What follows belongs to an exercise in optimizing a design on an open flow for small area, a short achievable clock period and few clock cycles; a production flow would make more cautious choices. RTL that was checked went through simulation tests only; none was proved equivalent to the original.

v6:
==> module motor_loop, before the edit <==
module motor_loop (
    input  wire        clk,
    input  wire        rst,            
    input  wire        cmd_valid,
    output wire        cmd_ready,
    input  wire [3:0]  cmd_op,
    input  wire [7:0]  cmd_imm,
    input  wire [15:0] meas_current,   
    input  wire [15:0] meas_clicks,    
    input  wire [15:0] bus_voltage,    
    output reg         done,
    output reg  [6:0]  duty_a,
    output reg  [6:0]  duty_b,
    output reg  [7:0]  v_out           
);
    assign cmd_ready = 1'b1;
    reg        a_v;
    reg [3:0]  a_op;
    reg [7:0]  a_imm;
    reg [15:0] a_cur, a_clk, a_vb;
    always @(posedge clk) begin
        a_v   <= cmd_valid && !rst;
        a_op  <= cmd_op;
        a_imm <= cmd_imm;
        a_cur <= meas_current;
        a_clk <= meas_clicks;
        a_vb  <= bus_voltage;
    end
    reg signed [7:0]  setpoint;
    reg        [1:0]  law;
    reg signed [16:0] last_error;
    reg signed [22:0] integral_error;
    reg signed [13:0] acc;
    reg        [10:0] corr_m;         
    reg        [1599:0] ring;         
    reg        [6:0]  fill;           
    reg        [22:0] ring_sum;
    reg        [2:0]  decay_counter;
    reg               ld_nz, ld_neg;  
    wire imm_zero  = (a_imm == 8'd0);
    wire do_setsp  = a_v && a_op == 4'd0;
    wire do_setlaw = a_v && a_op == 4'd1 && a_imm[7:2] == 6'd0 && a_imm[1:0] != 2'd3;
    wire ex        = a_v && imm_zero && a_op >= 4'd2 && a_op <= 4'd8;
    wire is_tick   = a_op == 4'd2;
    wire use_law   = a_op >= 4'd2 && a_op <= 4'd5;
    wire clim_en   = ex && (is_tick || a_op == 4'd6);
    wire plim_en   = ex && (is_tick || a_op == 4'd7);
    wire act_en    = ex && (is_tick || a_op == 4'd8);
    wire [1:0] lk  = is_tick ? law : (a_op[1:0] == 2'd3 ? 2'd0 : a_op[1:0] == 2'd0 ? 2'd1 : 2'd2);
    wire lk_pd     = lk == 2'd1;
    wire lk_pid    = lk == 2'd2;
    wire neutral = (setpoint == 8'sd0) || (setpoint > 8'sd100) || (setpoint < -8'sd100);
    wire signed [16:0] e = {{7{setpoint[7]}}, setpoint, 2'b00} - {a_clk[15], a_clk};
    wire signed [19:0] kd = ({{3{e[16]}}, e} <<< 2) + ({{3{e[16]}}, e} <<< 1)
                          - ({{3{last_error[16]}}, last_error} <<< 1);
    wire        ie_rnd = !integral_error[22] && (integral_error[5:0] != 6'd0);
    wire        [22:0] ie_asr = {{6{integral_error[22]}}, integral_error[22:6]};
    wire signed [22:0] ig = integral_error - ie_asr + {{6{e[16]}}, e} - {22'd0, ie_rnd};
    wire signed [22:0] base = lk_pid ? ig : {{9{acc[13]}}, acc};
    wire signed [22:0] u    = base + {{3{kd[19]}}, kd};
    wire signed [13:0] acc_n = (u > 23'sd8128)  ? 14'sd8128 :
                               (u < -23'sd8128) ? -14'sd8128 : u[13:0];
    wire signed [7:0]  step_out = neutral ? 8'sd0 : acc_n[13:6];
    wire signed [7:0]  direct_out = (setpoint == -8'sd128) ? -8'sd127 : setpoint;
    wire signed [7:0]  law_out = (lk_pd || lk_pid) ? step_out : direct_out;
    wire               law_upd = ex && use_law && (lk_pd || lk_pid) && !neutral;
    wire signed [7:0] x0 = use_law ? law_out : v_out;
    wire        sx = x0[7];
    wire [6:0]  ax = sx ? -x0[6:0] : x0[6:0];
    wire signed [17:0] w   = $signed({7'd0, corr_m}) + $signed({2'd0, a_cur}) - 18'sd500;
    wire        [10:0] lim = {ax, 4'd0};
    wire        [10:0] corr_n = w[17] ? 11'd0 :
                                (w > $signed({7'd0, lim})) ? lim : w[10:0];
    wire        [6:0]  m1 = clim_en ? ax - corr_n[10:4] : ax;
    wire        full   = (fill == 7'd100);
    wire [15:0] oldest = full ? ring[1599:1584] : 16'd0;
    wire [22:0] sum_n  = ring_sum - {7'd0, oldest} + {7'd0, a_cur};
    wire [15:0] avg    = sum_n / 23'd100;
    reg  [19:0] est_lo;
    reg         est_hi;
    integer pi;
    always @(*) begin
        est_lo = 20'd0;
        est_hi = 1'b0;
        for (pi = 0; pi < 16; pi = pi + 1) begin
            est_lo = est_lo + ({4'd0, avg[pi] ? (a_vb & (16'hffff >> pi)) : 16'd0} << pi);
            est_hi = est_hi | (avg[pi] & |(a_vb >> (16 - pi)));
        end
    end
    wire        trip   = est_hi || (est_lo > 20'd40000);
    wire        block  = trip || (decay_counter != 3'd0);
    wire [6:0]  m2 = (plim_en && block) ? 7'd0 : m1;
    wire        d_nz   = (m2 != 7'd0);
    wire        d_neg  = d_nz && sx;
    wire        dead   = (d_nz != ld_nz) || (d_neg != ld_neg);
    always @(posedge clk) begin
        if (plim_en)
            ring <= {ring[1583:0], a_cur};
    end
    always @(posedge clk) begin
        if (rst) begin
            setpoint       <= 8'sd0;
            law            <= 2'd0;
            last_error     <= 17'sd0;
            integral_error <= 23'sd0;
            acc            <= 14'sd0;
            corr_m         <= 11'd0;
            fill           <= 7'd0;
            ring_sum       <= 23'd0;
            decay_counter  <= 3'd0;
            ld_nz          <= 1'b0;
            ld_neg         <= 1'b0;
            duty_a         <= 7'd0;
            duty_b         <= 7'd0;
            v_out          <= 8'sd0;
            done           <= 1'b0;
        end else begin
            done <= a_v;
            if (do_setsp)  setpoint <= a_imm;
            if (do_setlaw) law <= a_imm[1:0];
            if (law_upd) begin
                acc        <= acc_n;
                last_error <= e;
                if (lk_pid) integral_error <= ig;
            end
            if (clim_en) corr_m <= corr_n;
            if (plim_en) begin
                ring_sum      <= sum_n;
                if (!full) fill <= fill + 7'd1;
                decay_counter <= trip ? 3'd5 :
                                 (decay_counter != 3'd0) ? decay_counter - 3'd1 : 3'd0;
            end
            if (act_en) begin
                ld_nz  <= d_nz;
                ld_neg <= d_neg;
                duty_a <= (!dead && d_nz && !sx) ? m2 : 7'd0;
                duty_b <= (!dead && d_neg) ? m2 : 7'd0;
            end
            if (ex) v_out <= sx ? -{1'b0, m2} : {1'b0, m2};
        end
    end
endmodule
Settings: LEC_CHECK=0, CAP_MARGIN=20, CORE_MARGIN=2, CORE_UTILIZATION=40, SLEW_MARGIN=20; clock period 120.0 ns.
run.sh (not shown) runs the stock make flow with config.mk's settings and CLKGATE_MAP_FILE= SYNTH_SCRIPT=/design/flow/synth_recipe.tcl, a recipe that flattens the netlist after the stock synthesis.
Testbench counts of v6, summed over its fixed seeds: cycles 32,008.
--- input diff v6..v7 ---
diff --git a/flow/design.v b/flow/design.v
--- a/flow/design.v
+++ b/flow/design.v
@@ -73,24 +73,14 @@
                                 (w > $signed({7'd0, lim})) ? lim : w[10:0];
     wire        [6:0]  m1 = clim_en ? ax - corr_n[10:4] : ax;
     wire        full   = (fill == 7'd100);
     wire [15:0] oldest = full ? ring[1599:1584] : 16'd0;
     wire [22:0] sum_n  = ring_sum - {7'd0, oldest} + {7'd0, a_cur};
     wire [15:0] avg    = sum_n / 23'd100;
-    reg  [19:0] est_lo;
-    reg         est_hi;
-    integer pi;
-    always @(*) begin
-        est_lo = 20'd0;
-        est_hi = 1'b0;
-        for (pi = 0; pi < 16; pi = pi + 1) begin
-            est_lo = est_lo + ({4'd0, avg[pi] ? (a_vb & (16'hffff >> pi)) : 16'd0} << pi);
-            est_hi = est_hi | (avg[pi] & |(a_vb >> (16 - pi)));
-        end
-    end
-    wire        trip   = est_hi || (est_lo > 20'd40000);
+    wire [31:0] est    = avg * a_vb;
+    wire        trip   = est > 32'd40000;
     wire        block  = trip || (decay_counter != 3'd0);
     wire [6:0]  m2 = (plim_en && block) ? 7'd0 : m1;
     wire        d_nz   = (m2 != 7'd0);
     wire        d_neg  = d_nz && sx;
     wire        dead   = (d_nz != ld_nz) || (d_neg != ld_neg);
     always @(posedge clk) begin
==> comparison <==
v7 against v6; maximum frequency is down slightly. Critical path depth up 98 in v7 wrt v6. Relative to v6, buffer count excluding the clock tree in the final layout increased by 5 in v7. The layout overhead on the synthesized area was comparable across v7 and v6. The sequential cell area of v6 and that of v7 are within noise of each other. Going from v6 to v7, final critical delay including setup and external delays saw an increase, sequential share of layout area went down by 2.9 points. v7 gives more final period utilization than v6 did. For the number of ordinary inverters in the final layout, v7 came in 146 higher than v6 did. Re number of levels the H-tree was split into: no difference whatsoever between v6 and v7.
Only the layout flow was run in v7; the RTL was not checked for function there.

==> what the ideal ports hide <==
The flow's constraints put no driver on any port. The routed layouts listed below were extracted and timed again, unchanged, in two steps.
Step 1, drivers: a clkbuf_16 drives clk and a buf_2 each remaining input, both assumed.
Step 2 moves the port delays by t, midway between the first and last clock arrival at a register: inputs arrive t later, outputs are due t later. That takes back most of the time a late clock gives input paths.
Slacks: no drivers / after step 1 / after step 2; pairs: no drivers / after step 1.
run | t (ns) | setup slack, ns | latest minus earliest clock arrival (ns) | worst slew at a driven data input, ns
v6 | 0.860 | 94.221 / 94.148 / 93.618 | 0.037 / 0.038 | 0.04
v7 | 0.859 | 93.981 / 93.981 / 93.981 | 0.056 / 0.055 | 0.06
After both steps every run listed still meets setup and hold. The setup slack of v6, which loses most, moves by -0.073 ns with the drivers and by -0.603 ns with both steps.
